This is an optimization exercise on Yosys and OpenROAD, whose aim is small area, a short achievable clock period and few clock cycles, not a production implementation.
Function was checked by simulation only, so behaviour that the tests miss may differ from the original.
No activity file was given, so power comes from the tool's default toggle rates.

==> flow/design.v, too long to show whole: its modules and the start of the top module <==
// module auklet_core: 886 lines
// module auklet_add: 32 lines
// module auklet_bmul: 2159 lines
module auklet_core (
    input  wire        clk,
    input  wire        rst,         
    input  wire        bus_req,
    input  wire        bus_we,
    input  wire [11:0] bus_addr,
    input  wire [2:0]  bus_size,
    input  wire [31:0] bus_wdata,
    output reg         bus_ack,
    output reg  [31:0] bus_rdata,
    output wire [31:0] act0,
    output wire [31:0] act1,
    output wire [31:0] act2,
    output wire [31:0] act3,
    output wire        irq
);
  // ...
==> flow/flow/run.sh <==
#!/bin/bash
set -euo pipefail
bash standard.sh SETUP_SLACK_MARGIN=13.5 finish > layout.log 2>&1
==> flow/standard.sh <==
#!/bin/bash
# synth_recipe.tcl (not shown) runs the flow's synth.tcl, then flattens the netlist and writes it again
# the make line also repeats each setting of config.mk as NAME=value (left out here)
make -C /OpenROAD-flow-scripts/flow DESIGN_CONFIG=/design/flow/config.mk WORK_HOME=/design/flow/orfs CLKGATE_MAP_FILE= SYNTH_SCRIPT=/design/flow/synth_recipe.tcl "${@:-finish}"
==> flow/config.mk <==
export PLATFORM = sky130hd
export DESIGN_NAME = auklet_core
export DESIGN_NICKNAME = auklet_core
export VERILOG_FILES = /design/flow/design.v
export SDC_FILE = /design/flow/constraint.sdc
export NUM_CORES = 8
export LEC_CHECK = 0
export ABC_AREA = 1
export CAP_MARGIN = 40
export CORE_MARGIN = 2
export CORE_UTILIZATION = 40
export PLACE_DENSITY = 0.6
export SLEW_MARGIN = 40
==> flow/constraint.sdc <==
create_clock -name core_clock -period 20.0 [get_ports {clk}]
set_input_delay 4.0000 -clock core_clock [delete_from_list [all_inputs] [get_ports {clk}]]
set_output_delay 4.0000 -clock core_clock [all_outputs]
set_load 0.01 [all_outputs]
==> notes.md, run 1 <==
* P&R area growth vs syn at 14.53%
* Total power per unit cell area at 76.01 nW/um^2
* Minimum clock period at 6.537 ns
* Highest Signal Layer: met5
* Overall power at 18350 uW
* Worst-case clock skew at 0.1426 ns
* Detailed-route via count at 186100
* First-pass GRT wire length at 1444000 microns
* Most used standard cell by instance count after synthesis: sky130_fd_sc_hd__nand2_1
* Reg-to-Reg End: late_ovf
* Part of the Yosys area used for sequential elements at 0.4772
* Fraction of synthesized area in multiplexers at 0.001377
* Synth Area in Adders at 0.1107
* Most frequently used flop master after synthesis: sky130_fd_sc_hd__edfxtp_1
* Status: no timing/DRC/antenna violations
* CP Max Fanout at 8
* Num sequential at 3708
* Most frequent cells in the layout: sky130_fd_sc_hd__nand2_1 (3506), sky130_fd_sc_hd__edfxtp_1 (2636), sky130_fd_sc_hd__inv_1 (2427), sky130_fd_sc_hd__nor2_1 (1852), sky130_fd_sc_hd__o21ai_0 (1598)
* Antenna violations before repair at 208
* Flip-flop count of the largest register, all copies and words added at 512
* Total wire length at 1080000 microns
* Count of fill cells added during filler insertion at 50260
* Yosys cell types at 83
* Count of maximum capacitance violations at 0
* Area fraction in and, or, nand and nor cells after synthesis at 0.1339
* Post-Route Utilization at 0.4601
* Vias in the first global route at 171300
* Root Driver: sky130_fd_sc_hd__clkbuf_16
* # Taps at 6968
* Synth Area per Inst at 9.343 sq um
* TritonCTS clock tree: done
* Minimum setup slack after placement at 10.86 ns
* CP Cell Sequence: inv_16 -> buf_12 -> buf_4 -> o21ai_0 -> a21oi_2 -> dlygate4sd2_1
* Sw Ratio at 0.2707
* Critical path capture point type: output pin
* Biggest register: mtx
* Total internal power at 13390 uW
* Worst reg2reg startpoint: sB_r[0]
* Register cell area after layout at 100700 sq um
* Multi-input gate area at 98750 sq um
* Worst-case reg-to-reg path depth at 23
* Setup Buffers After CTS at 121
Testbench counts, summed over its fixed seeds: cycles 38,823.
==> run 2, diff against run 1 <==
==> flow/flow/run.sh (replaced) <==
#!/bin/bash
set -euo pipefail
bash standard.sh SETUP_SLACK_MARGIN=14 finish > layout.log 2>&1
==> notes.md, run 2 <==
* P&R area growth vs syn at 17.02%
* Biggest area consumer among synthesized cells: sky130_fd_sc_hd__edfxtp_1
* Arrival time of the worst setup path at 2.47 ns
* Number of nets in the layout at 24490
* RSZ-0062 raised after global routing: yes
* Final setup fails at 0
* Final Hold Slack at 0.3254 ns
* Number of cells on the worst hold path at 0
* Most common cell after layout, fill and taps aside: sky130_fd_sc_hd__nand2_1
* Pin count of the biggest net entering global routing at 83
* Max Clock Freq at 154.6 MHz
* Period utilization at 0.3235
* Warnings from Yosys at 23
* TritonCTS clock tree: done
* Yosys cell types at 83 (unchanged)
* Minimum clock period at 6.470 ns (-0.06660 ns)
* CTS Buf Count at 415
* Startpoint of the worst hold path: rA[7]
* Switching power at 5016 uW
* Synthesized net count at 24030
* CTS sink count at 3708
* Root Driver: sky130_fd_sc_hd__clkbuf_16
* Startpoint of the worst setup timing path: clr_act
* Total power per unit cell area at 75.97 nW/um^2 (about the same)
* Worst-case clock skew at 0.1135 ns (-0.02906 ns)
* Slowest stage cell on the critical path: sky130_fd_sc_hd__dfxtp_4
* Hold Path Class: flop to flop
* Area of the core region at 524900 sq um
* Number of flops mapped to enable cells by yosys at 2636
* Proportion of layout cells with a drive suffix above 1 at 0.1342
* Antenna violations before repair at 181 (-13%)
* Type of the worst setup path: flop to output pin
* Post-Syn Area at 210800 sq um
* Synth Area per Inst at 9.343 sq um (unchanged)
* Post-synth top cells: sky130_fd_sc_hd__nand2_1 (3559), sky130_fd_sc_hd__edfxtp_1 (2636), sky130_fd_sc_hd__inv_1 (2510)
* Starting utilization of the core area at 0.4017
* Top cells by area, synth: sky130_fd_sc_hd__edfxtp_1 (38%), sky130_fd_sc_hd__dfxtp_1 (10%), sky130_fd_sc_hd__fa_1 (7.1%), sky130_fd_sc_hd__nand2_1 (6.3%), sky130_fd_sc_hd__inv_1 (4.5%)
* Worst slew margin relative to its limit at 0.2649
* Global router's overall resource usage at 0.3935
* Leakage at 0.09745 uW
* Seq cells post-synth at 3708
* Number of buffers added to fix hold violations after cts at 0
* Total internal power at 13730 uW (+2.6%)
* Mean routed wirelength per cell at 35.62 microns
* Total grt overflow at 0
* Count of pins over their slew limit at 0
* Number of search-and-repair iterations in the first detailed-routing pass at 7
* CP Cell Sequence: inv_16 -> buf_12 -> clkbuf_16 -> o21ai_2 -> a21oi_2 -> buf_2
* Total wire length at 1087000 microns (+0.66%)
* Most used standard cell by instance count after synthesis: sky130_fd_sc_hd__nand2_1
* Worst Tran Pin Value at 1.101 ns
* Sequential fraction of design power at 0.467
* Clock group share of total power at 0.435
* Most frequent cells in the layout: sky130_fd_sc_hd__nand2_1 (3444), sky130_fd_sc_hd__edfxtp_1 (2636), sky130_fd_sc_hd__inv_1 (2400), sky130_fd_sc_hd__nor2_1 (1829), sky130_fd_sc_hd__o21ai_0 (1464)
* Detailed-route via count at 187900 (+0.96%)
* CTS HTree Levels at 5
* Max stage delay on crit path at 0.43 ns
* Number of stages on the worst setup path at 6
* DRC violation count after routing at 0
* Most frequently used flop master after synthesis: sky130_fd_sc_hd__edfxtp_1
* Kind of start point of the critical path: flop
* Width of the die at 730.0 microns
* Area enclosed by the die boundary at 532900 sq um
* Height of the die at 730.0 microns
* Clock transition at path regs at 0.06 ns
* WP data required at 16.00 ns
* Worst reg2reg startpoint: rd_a[4]
* Routability-driven placement congestion ratio at 1.079
* Via-to-Cell Ratio at 6.159
* Synthesized netlist cell count at 22570
* Antenna Nets Post-Route at 0
* Portion of total power attributed to combinational logic at 0.098
* Num rows at 266
* Worst-case reg-to-reg path depth at 13 (-43%)
* Insertion delay to the later sink of the worst-skew pair at 1.11 ns
* Status: no timing/DRC/antenna violations
* Accumulated negative setup slack at 0 ns
* Sw Ratio at 0.2676 (-0.003118)
* VDD IR max at 0.00008046 V
* Part of the Yosys area used for sequential elements at 0.4772 (unchanged)
* Number of buffers on the longest clock path at 4
* Worst Slack Setup Final at 13.53 ns
* Flip-flop count of the largest register, all copies and words added at 512 (unchanged)
* Family with the most delay on the worst path: buffers and inverters
* Vias in the first global route at 172700 (+0.81%)
* Biggest register: mtx
* Count of maximum capacitance violations at 0 (unchanged)
* Iteration-0 DRC count of the detailed router at 29010
* HPWL Detailed at 799500 microns
* Area fraction of the dominant cell type after synthesis at 0.3754
* Final hold vios at 0
* Async set or reset register ratio after synthesis at 0
* First-pass GRT wire length at 1453000 microns (+0.63%)
* Critical path capture point type: output pin
* Minimum setup slack after placement at 11.04 ns (+0.1834 ns)
* Number of buffer cells added on primary ports at 212
* Critical path buffer and inverter count at 4
* CP Max Fanout at 8 (unchanged)
* I/O pins at 213
==> run 2: cell types whose count changed in the layout (fill, tap and decap cells not counted), sizes merged, moves of 12 or more <==
cell           previous run  this run
dlymetal6s2s             14         2
clkdlybuf4s15            25         7
buf                     926      1250
dlygate4sd2              49        30
clkdlybuf4s50            46        19
clkbuf                  605       553
clkinv                  185       202
bufinv                   31        55
==> run 2: final timing paths <==
kind,to,slack [ns]
worst max-delay path,act3[14],13.53
worst min-delay path,cl_ax[0],0.33
worst max register to register,bus_rdata[28],13.86
worst min register to register,cl_ax[0],0.33
==> run 2: metal layers <==
metal / vias up / share of wire / GRT usage
li1: 79320 / - / -
met1: 92110 / 0.36 / 0.4853
met2: 13240 / 0.41 / 0.5603
met3: 3152 / 0.13 / 0.1268
met4: 101 / 0.10 / 0.3252
met5: - / 0.00079 / 0.0003628
==> run 2: worst register-to-register path, delay by kind of cell (launching register included) <==
kind                   cells  cell delay [ns]
buffers and inverters      5             2.49
AOI/OAI and AO/OA          4             1.58
DFF                        1             0.35
and+or+nand+nor            4             1.54
==> run 2: stage by stage <==
step | util | area [sq um] | cells | total power [uW]
floorplan | - | 211800 | 22570 | 9625
global placement | 0.4254 | 223300 | 29060 | 10530
detailed placement | 0.4287 | 225000 | 29120 | 10570
CTS | 0.4628 | 242900 | 30160 | 18610
global route | 0.4695 | 246400 | 30390 | 19090
finish | 0.4701 | 246700 | 30510 | 18740
==> run 2: logic make-up after synthesis <==
kind of cell,after synthesis,share of synthesized area
flops,3708,0.4772
simple gates,6843,0.1339
xor+xnor,1045,0.04341
compound gates,5615,0.1628
mux,29,0.001377
fa+ha+maj,1416,0.1107
buf+inv,3911,0.07053
==> run 2: power by group through the flow <==
stage	clock network (uW)	logic, uW	registers (uW)
5_1_grt	8450	1860	8780
3_3_place_gp	0	1630	8900
6_report	8150	1840	8760
4_1_cts	8170	1700	8750
2_1_floorplan	0	782	8840
3_5_place_dp	0	1660	8910
==> run 2: area by class of cell <==
cell class | instances | area [sq um]
fill | 49600 | 278100
timing repair buffer | 1342 | 11900
sequential | 3708 | 100700
clock buffer | 523 | 11200
multi-input combinational | 14950 | 100700
clock inverter | 252 | 3103
timing repair inverter | 2 | 22.52
tap | 6968 | 8718
antenna | 161 | 402.9
inverter | 2605 | 10020
==> run 2: timing repair <==
| item | CTS | global route |
|---|---|---|
| pin swaps | 70 | 109 |
| endpoints found under the setup margin | 1738 | 1009 |
| gates resized for setup | 1056 | 552 |
| cloned | 17 | 18 |
| setup buffers | 250 | 153 |
==> run 3, diff against run 2 <==
--- a/flow/config.mk
+++ b/flow/config.mk
@@ -11,2 +11,4 @@
 export CORE_UTILIZATION = 40
+export CTS_CLUSTER_DIAMETER = 60
+export CTS_CLUSTER_SIZE = 24
 export PLACE_DENSITY = 0.6
==> notes.md, run 3 <==
* Worst Tran Pin Value at 1.126 ns (+0.02539 ns)
* Number of flops mapped to enable cells by yosys at 2636 (unchanged)
* Final Hold Slack at 0.3113 ns (-0.01412 ns)
* Type of the worst setup path: flop to output pin
* Final hold vios at 0 (unchanged)
* Part of the Yosys area used for sequential elements at 0.4772 (unchanged)
* Count of maximum capacitance violations at 0 (unchanged)
* Count of pins over their slew limit at 0 (unchanged)
* Antenna Nets Post-Route at 0 (unchanged)
* Synth Area per Inst at 9.343 sq um (unchanged)
* Number of buffers on the longest clock path at 4 (unchanged)
* Clock group share of total power at 0.425 (-0.010)
* WP data required at 16.00 ns (about the same)
* Reg-to-Reg End: bus_rdata[9]
* Proportion of layout cells with a drive suffix above 1 at 0.1328 (-0.001432)
* Area of the core region at 524900 sq um (unchanged)
* Arrival time of the worst setup path at 2.48 ns (about the same)
* Synthesized netlist cell count at 22570 (unchanged)
* Most frequent cells in the layout: sky130_fd_sc_hd__nand2_1 (3443), sky130_fd_sc_hd__edfxtp_1 (2636), sky130_fd_sc_hd__inv_1 (2404), sky130_fd_sc_hd__nor2_1 (1831), sky130_fd_sc_hd__o21ai_0 (1477)
* Yosys cell types at 83 (unchanged)
* First-pass GRT wire length at 1451000 microns (-0.16%)
* DRC violation count after routing at 0 (unchanged)
* Mean routed wirelength per cell at 35.57 microns (-0.14%)
* Area fraction of the dominant cell type after synthesis at 0.3754 (unchanged)
* HPWL Detailed at 799500 microns (unchanged)
* Status: no timing/DRC/antenna violations
* Clock transition at path regs at 0.07 ns (about the same)
* Count of fill cells added during filler insertion at 49770 (+0.34%)
* Width of the die at 730.0 microns (unchanged)
* Worst Setup EP: act2[31]
* Iteration-0 DRC count of the detailed router at 29620 (+2.1%)
* Routability-driven placement congestion ratio at 1.079 (unchanged)
* Leakage at 0.09663 uW (-0.84%)
* Total wire length at 1082000 microns (-0.48%)
* I/O pins at 213 (unchanged)
* Max Clock Freq at 154.3 MHz (-0.14%)
* Area enclosed by the die boundary at 532900 sq um (unchanged)
* Global route hottest layer: met2
* Sequential fraction of design power at 0.476 (+0.009)
* GRT met3 Usage at 0.1243 (-0.002497)
* Top cells by area, synth: sky130_fd_sc_hd__edfxtp_1 (38%), sky130_fd_sc_hd__dfxtp_1 (10%), sky130_fd_sc_hd__fa_1 (7.1%), sky130_fd_sc_hd__nand2_1 (6.3%), sky130_fd_sc_hd__inv_1 (4.5%)
* Worst reg-to-reg setup slack at 13.85 ns (about the same)
* RSZ-0062 raised after global routing: yes
* Worst reg2reg startpoint: selB_ax[1]
* Post-Syn Area at 210800 sq um (unchanged)
* Pin count of the biggest net entering global routing at 83 (unchanged)
* Async set or reset register ratio after synthesis at 0 (unchanged)
* CTS Buf Count at 380 (-8.4%)
* CP Max Fanout at 24 (+16)
* Total grt overflow at 0 (unchanged)
* VDD IR max at 0.00008060 V (+0.18%)
* CTS sink count at 3708 (unchanged)
* Total power per unit cell area at 75.00 nW/um^2 (-1.3%)
* Biggest area consumer among synthesized cells: sky130_fd_sc_hd__edfxtp_1
* Flip-flop count of the largest register, all copies and words added at 512 (unchanged)
* Sw Ratio at 0.2884 (+0.02083)
* Kind of start point of the critical path: flop
* P&R area growth vs syn at 16.33%
* CTS HTree Levels at 5 (unchanged)
* Num rows at 266 (unchanged)
* Starting utilization of the core area at 0.4017 (unchanged)
* Insertion delay to the later sink of the worst-skew pair at 1.14 ns (+0.03 ns)
* Portion of total power attributed to combinational logic at 0.100 (+0.002)
* Hold Path Class: flop to flop
* Via-to-Cell Ratio at 6.165 (about the same)
* Minimum clock period at 6.479 ns (+0.009400 ns)
* Antenna violations before repair at 191 (+5.5%)
* Switching power at 5306 uW (+5.8%)
* TritonCTS clock tree: done
* GRT met2 Usage at 0.5617 (+0.001474)
* Seq cells post-synth at 3708 (unchanged)
* Startpoint of the worst setup timing path: clr_act
* Worst-case clock skew at 0.1014 ns (-0.01217 ns)
* Total internal power at 13090 uW (-4.7%)
* Warnings from Yosys at 23 (unchanged)
* Synthesized net count at 24030 (unchanged)
* Global router's overall resource usage at 0.3928 (-0.0007078)
* Final setup fails at 0 (unchanged)
* Routing usage on met1 at 0.4863 (+0.001000)
* Root Driver: sky130_fd_sc_hd__clkbuf_16
* Accumulated negative setup slack at 0 ns (unchanged)
* Detailed-route via count at 187500 (-0.25%)
* Most frequently used flop master after synthesis: sky130_fd_sc_hd__edfxtp_1
* Vias in the first global route at 171900 (-0.48%)
* Worst-case reg-to-reg path depth at 12 (-1)
* Biggest register: mtx
* Number of buffers added to fix hold violations after cts at 0 (unchanged)
* Number of search-and-repair iterations in the first detailed-routing pass at 9 (+2)
* Critical path capture point type: output pin
* Number of nets in the layout at 24390 (-0.43%)
* Most common cell after layout, fill and taps aside: sky130_fd_sc_hd__nand2_1
* Post-Route Utilization at 0.4673 (-0.002753)
* Period utilization at 0.3240 (+0.0004700)
* Worst slew margin relative to its limit at 0.2486 (-0.01627)
* Number of buffer cells added on primary ports at 212 (unchanged)
* Height of the die at 730.0 microns (unchanged)
* Most used standard cell by instance count after synthesis: sky130_fd_sc_hd__nand2_1
* Post-synth top cells: sky130_fd_sc_hd__nand2_1 (3559), sky130_fd_sc_hd__edfxtp_1 (2636), sky130_fd_sc_hd__inv_1 (2510)
run 3: cell families after synthesis:
family / Yosys count / synth area share
fa+ha+maj: 1416 / 0.1107
xor+xnor: 1045 / 0.04341
flops: 3708 / 0.4772
mux: 29 / 0.001377
buf+inv: 3911 / 0.07053
compound gates: 5615 / 0.1628
simple gates: 6843 / 0.1339
run 3: routing by layer:
layer	part of all wire	wire [microns]	vias to the layer above
li1	-	-	79170
met1	0.36	394700	91770
met2	0.41	446400	13310
met3	0.12	131400	3128
met4	0.10	108500	88
met5	0.00068	739	-
run 3: power groups by stage:
| stage | Combinational [uW] | Sequential (uW) | Clock, uW |
|---|---|---|---|
| floorplan | 782 | 8840 | 0 |
| global placement | 1630 | 8900 | 0 |
| detailed placement | 1660 | 8910 | 0 |
| CTS | 1700 | 8740 | 7860 |
| global route | 1850 | 8770 | 8120 |
| finish | 1830 | 8750 | 7820 |
run 3: worst min path at each step:
stage,start,end,slack [ns],cells after the start
2_1_floorplan,rA[7],cl_ax[0],0.31,0
4_1_cts,rA[7],cl_ax[0],0.31,0
5_1_grt,rA[7],cl_ax[0],0.32,0
3_5_place_dp,rA[8],cl_ax[1],0.32,0
6_report,rA[7],cl_ax[0],0.31,0
3_3_place_gp,rA[8],cl_ax[1],0.31,0
run 3: stage by stage:
step | setup slack (ns) | cells | power (uW) | cell area, sq um
floorplan | 13.27 | 22570 | 9625 | 211800
global placement | 10.81 | 29060 | 10530 | 223300
detailed placement | 11.04 | 29120 | 10570 | 225000
CTS | 13.54 | 30070 | 18290 | 241900
global route | 13.56 | 30240 | 18740 | 244900
finish | 13.52 | 30410 | 18400 | 245300
run 3: worst max-delay path: stages, from the launching register on:
cell,delay [ns]
sky130_fd_sc_hd__dfxtp_4,0.40
sky130_fd_sc_hd__inv_16,0.12
sky130_fd_sc_hd__buf_16,0.19
sky130_fd_sc_hd__o21ai_0,0.12
sky130_fd_sc_hd__a21oi_2,0.32
sky130_fd_sc_hd__buf_2,0.21
run 3: repair_timing:
item | CTS | global route
cloned | 13 | 12
resized for setup | 1136 | 386
pin swaps | 67 | 95
endpoints found under the setup margin | 1737 | 1092
setup buffers | 224 | 119
endpoints found under the hold margin | 0 | 0
run 3: layout make-up:
| class | instances | area [sq um] | share of cell area |
|---|---|---|---|
| clock inverters | 304 | 3859 | 0.01573 |
| repair inverters | 1 | 11.26 | 0.00004591 |
| diodes | 189 | 473.0 | 0.001928 |
| well taps | 6968 | 8718 | 0.03554 |
| inverters | 2605 | 10010 | 0.04080 |
| flip-flops and latches | 3708 | 100700 | 0.4106 |
| clock buffers | 409 | 9807 | 0.03998 |
| repair buffers | 1274 | 11200 | 0.04567 |
| multi-input cells | 14950 | 100500 | 0.4097 |

[separate check: timing with driven ports]
The flow's constraints put no driver on any port. The routed layouts listed below were extracted and timed again, unchanged, in two steps.
Step 1 sets driving cells, clkbuf_16 on the clock port and buf_2 on the other inputs (assumed; they add their load-dependent delay and slew).
Step 2 adds t to the input delays and takes it off the output delays; t is the mean of the earliest and latest rising clock arrival at the registers after step 1. Input paths then give back, and output paths get back, about the clock's delay inside the block.
a / b / c = no drivers / after step 1 / after step 2; a / b = the first two.
| run | shift t [ns] | setup WS [ns] | hold WS [ns] | clock arrival spread, ns | pins driven straight from the clock port |
|---|---|---|---|---|---|
| run 1 | 1.185 | 13.463 / 13.334 / 12.395 | 0.342 / 0.342 / 0.342 | 0.156 / 0.156 | 1 |
| run 2 | 1.188 | 13.530 / 13.400 / 12.780 | 0.325 / 0.325 / 0.325 | 0.130 / 0.130 | 1 |
| run 3 | 1.192 | 13.521 / 13.413 / 12.806 | 0.311 / 0.311 / 0.311 | 0.106 / 0.106 | 1 |
After both steps every run listed still meets setup and hold. For run 1, which loses most, drivers alone change the setup slack by -0.129 ns; drivers and shift together by -1.068 ns.
